From an optimization exercise on the open Yosys and OpenROAD flow, aimed at small area; shortcuts taken in it are not production practice.
In this exercise RTL edits were held to simulation tests only and were not proved equivalent to the original.
Power is estimated from default activity; no workload was simulated.

Setup of sierra:
// hacodec
module hacodec (
    input  wire       clk,
    input  wire       rst,
    input  wire       in_valid,
    output wire       in_ready,
    input  wire [7:0] in_data,
    input  wire       in_last,
    output wire       out_valid,
    input  wire       out_ready,
    output reg  [7:0] out_data,
    output wire       out_last
);
    function bcd_ok;
        input [7:0] b;
        bcd_ok = !(b[7] && (b[6] || b[5])) && !(b[3] && (b[2] || b[1]));
    endfunction
    function [11:0] div10;
        input [3:0] c;
        input [7:0] x;
        reg   [4:0] t;
        reg   [3:0] rr;
        reg   [7:0] qq;
        integer     b;
        begin
            rr = c;
            for (b = 7; b >= 0; b = b - 1) begin
                t = {rr, x[b]};
                if (t >= 5'd10) begin
                    qq[b] = 1'b1;
                    rr    = t - 5'd10;
                end else begin
                    qq[b] = 1'b0;
                    rr    = t[3:0];
                end
            end
            div10 = {rr, qq};
        end
    endfunction
    function [11:0] mul10;
        input [3:0] c;
        input [7:0] x;
        mul10 = {1'b0, x, 3'b000} + {3'b000, x, 1'b0} + {8'd0, c};
    endfunction
    reg  [7:0] r [0:19];
    reg  [3:0] pk;                     
    reg        pb;                     
    wire       inB = pb;               
    wire [7:0] cur = r[19];
    wire [7:0] nxt = r[18];
    wire [7:0] nn  = r[17];
    wire [7:0] oth = r[9];             
    reg  [3:0] flen;
    reg        fatal;
    reg  [2:0] err;
    reg        tx;                     
    reg  [2:0] pc;                     
    reg  [3:0] i;                      
    reg  [5:0] op;                     
    reg  [7:0] rem;                    
    reg        ovf;                    
    reg        e_op;                   
    reg        e_ill;                  
    wire [3:0] c = rem[3:0];           
    localparam [5:0] C_BCDDEC = 6'o00, C_BCDENC = 6'o01, C_ADRENC = 6'o10,
                     C_ADRDEC = 6'o11, C_CMDENC = 6'o20, C_CMDDEC = 6'o21,
                     C_FBUILD = 6'o30, C_FLOAD  = 6'o31, C_FPARSE = 6'o32,
                     C_FREAD  = 6'o33, C_FCLR   = 6'o34, C_TSENC  = 6'o40,
  ...
Size: about 200 flip-flops.
==> flow/config.mk <==
export PLATFORM = sky130hd
export DESIGN_NAME = hacodec
export DESIGN_NICKNAME = hacodec
export VERILOG_FILES = /design/flow/design.v
export SDC_FILE = /design/flow/constraint.sdc
export NUM_CORES = 4
export LEC_CHECK = 0
export CAP_MARGIN = 20
export CORE_MARGIN = 2
export CORE_UTILIZATION = 40
export SLEW_MARGIN = 20
==> flow/constraint.sdc <==
create_clock -name core_clock -period 12.0 [get_ports {clk}]
set_input_delay 2.4000 -clock core_clock [delete_from_list [all_inputs] [get_ports {clk}]]
set_output_delay 2.4000 -clock core_clock [all_outputs]
set_load 0.01 [all_outputs]
standard.sh (not shown) runs the stock make flow with config.mk's settings and CLKGATE_MAP_FILE= SYNTH_SCRIPT=/design/flow/synth_recipe.tcl, a recipe that flattens the netlist after the stock synthesis.
==> flow/flow/run.sh <==
#!/bin/bash
# Own layout flow: the standard flow (standard.sh), except that synthesis maps the
# logic with an area-oriented ABC script (flow/abc.script) and without full-adder
# extraction; the port buffers are the smallest buffer; clock tree synthesis uses
# clkbuf_8 buffers and no dummy loads. Registers and their names are exactly those
# of the standard synthesis.
set -euo pipefail
W=$(cd "$(dirname "${BASH_SOURCE[0]}")/.." && pwd)
cd "$W"
export FLOW_ABC_SCRIPT="$W/flow/abc.script"
cat flow/abc_proc.tcl synth_recipe.tcl > "$W/area_synth.tcl"
bash standard.sh synth SYNTH_SCRIPT="$W/area_synth.tcl" ADDER_MAP_FILE= > "$W/synth.log" 2>&1
bash standard.sh finish SYNTH_SCRIPT="$W/area_synth.tcl" ADDER_MAP_FILE= BUFFER_PORTS_ARGS="-buffer_cell sky130_fd_sc_hd__buf_1" \
  CTS_ARGS="-sink_clustering_enable -repair_clock_nets -dont_use_dummy_load -buf_list sky130_fd_sc_hd__clkbuf_8" \
  > "$W/layout.log" 2>&1
test -f "$W/out/final.def"
==> flow/flow/abc.script <==
strash
dch -f
amap
strash
dch -f
amap
strash
dch -f
amap
strash
dch -f
amap
strash
dch -f
amap
topo
==> flow/flow/abc_proc.tcl <==
# Area-oriented technology mapping: ORFS's synthesis calls abc with its own script;
# this wrapper swaps in flow/abc.script and leaves every other argument as it is.
proc abc {args} {
  set i [lsearch -exact $args -script]
  if {$i >= 0} {
    set args [lreplace $args $i [expr {$i + 1}] -script $::env(FLOW_ABC_SCRIPT)]
  }
  yosys abc {*}$args
}
Relative to sierra, the following input files were edited for raven:
- setting CTS_CLUSTER_SIZE to 25 for the first time
- setting ABC_AREA to 1 for the first time
- setting CTS_CLUSTER_DIAMETER to 80 for the first time
==> flow/flow/run.sh <==
#!/bin/bash
# Own layout flow: the standard flow (standard.sh), except that synthesis maps the
# logic with an area-oriented ABC script (flow/abc.script) and without full-adder
# extraction, and the port buffers are the smallest buffer. Registers and their names are exactly those of the standard synthesis.
set -euo pipefail
W=$(cd "$(dirname "${BASH_SOURCE[0]}")/.." && pwd)
cd "$W"
export FLOW_ABC_SCRIPT="$W/flow/abc.script"
cat flow/abc_proc.tcl synth_recipe.tcl > "$W/area_synth.tcl"
bash standard.sh synth SYNTH_SCRIPT="$W/area_synth.tcl" ADDER_MAP_FILE= > "$W/synth.log" 2>&1
bash standard.sh finish SYNTH_SCRIPT="$W/area_synth.tcl" ADDER_MAP_FILE= BUFFER_PORTS_ARGS="-buffer_cell sky130_fd_sc_hd__buf_1" > "$W/layout.log" 2>&1
test -f "$W/out/final.def"
==> notes.md <==
For the via count, raven came in 1.8% higher than sierra did.
Diff sierra -> raven: met2 track demand over resource in global routing has increased, smallest hold slack has increased, synthesized area has remained practically unchanged, clock buffer and inverter area fraction after layout has increased.

Setup of v34:
hacodec, a different RTL version from the one above (not shown whole).
Size: about 24 I/O pins, roughly 7500 sq um of cells after synthesis.
clock: 12.0 ns
lec_check: 0
cap_margin: 5
core_margin: 2
core_utilization: 70
gpl_timing_driven: 0
slew_margin: 5
==> flow/flow/run.sh <==
#!/bin/bash
# Own layout flow: the standard flow (standard.sh), except that synthesis maps the
# logic with an area-oriented ABC script (flow/abc.script: SAT-based resynthesis
# with &deepsyn, then area mapping with amap) and without full-adder
# extraction; the port buffers are the smallest buffer; clock tree synthesis uses
# clkbuf_8 buffers and no dummy loads. Registers and their names are exactly those
# of the standard synthesis.
set -euo pipefail
W=$(cd "$(dirname "${BASH_SOURCE[0]}")/.." && pwd)
cd "$W"
export FLOW_ABC_SCRIPT="$W/flow/abc.script"
cat flow/abc_proc.tcl synth_recipe.tcl > "$W/area_synth.tcl"
bash standard.sh synth SYNTH_SCRIPT="$W/area_synth.tcl" ADDER_MAP_FILE= > "$W/synth.log" 2>&1
bash standard.sh finish SYNTH_SCRIPT="$W/area_synth.tcl" ADDER_MAP_FILE= BUFFER_PORTS_ARGS="-buffer_cell sky130_fd_sc_hd__buf_1" \
  CTS_ARGS="-sink_clustering_enable -repair_clock_nets -dont_use_dummy_load -buf_list sky130_fd_sc_hd__clkbuf_8" \
  > "$W/layout.log" 2>&1
test -f "$W/out/final.def"
==> flow/flow/abc.script <==
strash
&get -n
&deepsyn -T 60
&put
dch -f
amap
strash
&get -n
&deepsyn -T 60
&put
dch -f
amap
strash
&get -n
&deepsyn -T 60
&put
dch -f
amap
strash
&get -n
&deepsyn -T 60
&put
dch -f
amap -F 2 -A 6
topo
Scripts as last shown in full above: flow/flow/abc_proc.tcl
The following lists how v59 was set up differently from v34:
# v34
export LEC_CHECK = 0
export CAP_MARGIN = 5
export CORE_MARGIN = 2
export CORE_UTILIZATION = 70
export GPL_TIMING_DRIVEN = 0
export SLEW_MARGIN = 5
create_clock -name core_clock -period 12.0 [get_ports {clk}]
# v59
export LEC_CHECK = 0
export CAP_MARGIN = 5
export CORE_MARGIN = 2
export CORE_UTILIZATION = 55
export GPL_TIMING_DRIVEN = 0
export SLEW_MARGIN = 5
create_clock -name core_clock -period 12.0 [get_ports {clk}]
diff --git a/flow/flow/abc.script b/flow/flow/abc.script
--- a/flow/flow/abc.script
+++ b/flow/flow/abc.script
@@ -1,7 +1 @@
-strash
-&get -n
-&deepsyn -T 60
-&put
-dch -f
-amap
 strash
## What came out
Changes observed in v59 relative to v34: combinational cell fraction of total power now sits lower, netlist area before placement now sits higher. Peak supply drop: v59 vs v34 down about 50%. v34 has a higher total iterations of the first detailed-routing run than v59. Measured against each other, v34 and v59 differ in maximum fanout encountered on the critical timing path, the lower figure coming from v34. Changes observed in v59 relative to v34: final worst clock skew picked up an extra 0.013 ns, post-route worst setup slack picked up an extra 1.74 ns, average footprint of a synthesized cell lost 0.94%, tap cell count picked up an extra 40, total design power lost 60 uW. v34 was smaller in final cell area than v59.
Relative to v59, the following input files were edited for v22:
diff --git a/flow/flow/run.sh b/flow/flow/run.sh
--- a/flow/flow/run.sh
+++ b/flow/flow/run.sh
@@ -2,4 +2,3 @@
 # Own layout flow: the standard flow (standard.sh), except that synthesis maps the
-# logic with an area-oriented ABC script (flow/abc.script: SAT-based resynthesis
-# with &deepsyn, then area mapping with amap) and without full-adder
+# logic with an area-oriented ABC script (flow/abc.script) and without full-adder
 # extraction; the port buffers are the smallest buffer; clock tree synthesis uses
==> flow/flow/abc.script <==
strash
dch -f
amap
strash
dch -f
amap
strash
dch -f
amap
strash
dch -f
amap
strash
dch -f
amap -F 2 -A 6
topo
==> comparison <==
v22 vs v59, type of the worst setup path: reg2reg vs reg2out
Changes observed in v22 relative to v59: layout cell share with drive strength beyond 1 stayed essentially flat; wire length climbed 1600 um; cell depth of the worst setup path picked up an extra 41; number of vias per cell after detailed routing now sits higher.
Cell with the largest stage delay on the worst path: sky130_fd_sc_hd__edfxtp_1 -> v22, sky130_fd_sc_hd__nor3_1 -> v59
From v59 to v22 the numbers moved as follows: fraction of standard cell area that is sequential lost 1.7 points; post-detailed-placement cell area has increased; maximum clock skew at final layout went up.
The inputs of v40 differ from those of v22 as listed below.
diff --git a/flow/flow/run.sh b/flow/flow/run.sh
--- a/flow/flow/run.sh
+++ b/flow/flow/run.sh
@@ -2,3 +2,4 @@
 # Own layout flow: the standard flow (standard.sh), except that synthesis maps the
-# logic with an area-oriented ABC script (flow/abc.script) and without full-adder
+# logic with an area-oriented ABC script (flow/abc.script: SAT-based resynthesis
+# with &deepsyn, then area mapping with amap) and without full-adder
 # extraction; the port buffers are the smallest buffer; clock tree synthesis uses
@@ -13,3 +14,3 @@
 bash standard.sh finish SYNTH_SCRIPT="$W/area_synth.tcl" ADDER_MAP_FILE= BUFFER_PORTS_ARGS="-buffer_cell sky130_fd_sc_hd__buf_1" \
-  CTS_ARGS="-sink_clustering_enable -repair_clock_nets -dont_use_dummy_load -buf_list sky130_fd_sc_hd__clkbuf_8" \
+  CTS_ARGS="-sink_clustering_enable -repair_clock_nets -dont_use_dummy_load -buf_list {sky130_fd_sc_hd__clkbuf_4 sky130_fd_sc_hd__clkbuf_8}" \
   > "$W/layout.log" 2>&1
==> flow/flow/abc.script <==
strash
&get -n
&deepsyn -T 60
&put
dch -f
amap
strash
&get -n
&deepsyn -T 60
&put
dch -f
amap
strash
&get -n
&deepsyn -T 60
&put
dch -f
amap
strash
&get -n
&deepsyn -T 60
&put
dch -f
amap -F 2 -A 6
topo
[summary]
Going from v22 to v40, inserted tap cell count shrank by a few percent. As of v40, sum of internal, switching and leakage power had fallen by more than a quarter compared to v22. The amount of wire on met3 after detailed routing in v40 sits 66 um above the value recorded for v22. For v22, the capture point of the critical path was r[0][1], unlike v40, where it was rem[3].
diff inputs: v40 => v32
diff --git a/flow/flow/run.sh b/flow/flow/run.sh
--- a/flow/flow/run.sh
+++ b/flow/flow/run.sh
@@ -14,3 +14,3 @@
 bash standard.sh finish SYNTH_SCRIPT="$W/area_synth.tcl" ADDER_MAP_FILE= BUFFER_PORTS_ARGS="-buffer_cell sky130_fd_sc_hd__buf_1" \
-  CTS_ARGS="-sink_clustering_enable -repair_clock_nets -dont_use_dummy_load -buf_list {sky130_fd_sc_hd__clkbuf_4 sky130_fd_sc_hd__clkbuf_8}" \
+  CTS_ARGS="-sink_clustering_enable -repair_clock_nets -dont_use_dummy_load -buf_list sky130_fd_sc_hd__clkbuf_8" \
   > "$W/layout.log" 2>&1
==> comparison <==
Compared with v40, v32 supports a higher clock frequency.
v40 → v32: delay of the slowest critical-path stage dropped 0.03 ns, internal portion of total power climbed 2.0%, cell count after synthesis climbed 6, worst slew slack as a fraction of its limit climbed 2.8 points.
Diff v32..v40 | clock insertion delay at the later pin of the skew report | negligible
Worst slack at placement: v32 vs v40 up 1.43 ns
The final area of v40 and that of v32 are within noise of each other.
On total power consumption of the routed design, v32 does worse than v40.

port drivers added, routing unchanged:
The flow's constraints put no driver on any port. The routed layouts listed below were extracted and timed again, unchanged, in two steps. Step 1 sets driving cells, clkbuf_16 on the clock port and buf_2 on the other inputs (assumed; they add their load-dependent delay and slew). Step 2 moves the port delays by t, midway between the first and last clock arrival at a register: inputs arrive t later, outputs are due t later. That takes back most of the time a late clock gives input paths. a / b / c = ideal ports / drivers / drivers and shift; a / b = the first two.
run	t (ns)	setup WS [ns]	clock arrival spread, ns	worst slew at a driven data input, ns	pins driven straight from the clock port
sierra	0.483	1.668 / 1.668 / 1.668	0.051 / 0.051	0.03	1
raven	0.477	1.595 / 1.595 / 1.595	0.018 / 0.019	0.03	1
v34	0.493	2.563 / 2.563 / 2.563	0.022 / 0.023	0.03	1
v59	0.496	4.304 / 4.264 / 4.761	0.041 / 0.041	0.03	1
v22	0.489	2.484 / 2.484 / 2.484	0.046 / 0.046	0.03	1
v40	0.495	2.846 / 2.846 / 2.846	0.040 / 0.040	0.03	1
v32	0.487	4.127 / 4.127 / 4.127	0.046 / 0.046	0.03	1
After both steps every run listed still meets setup and hold.
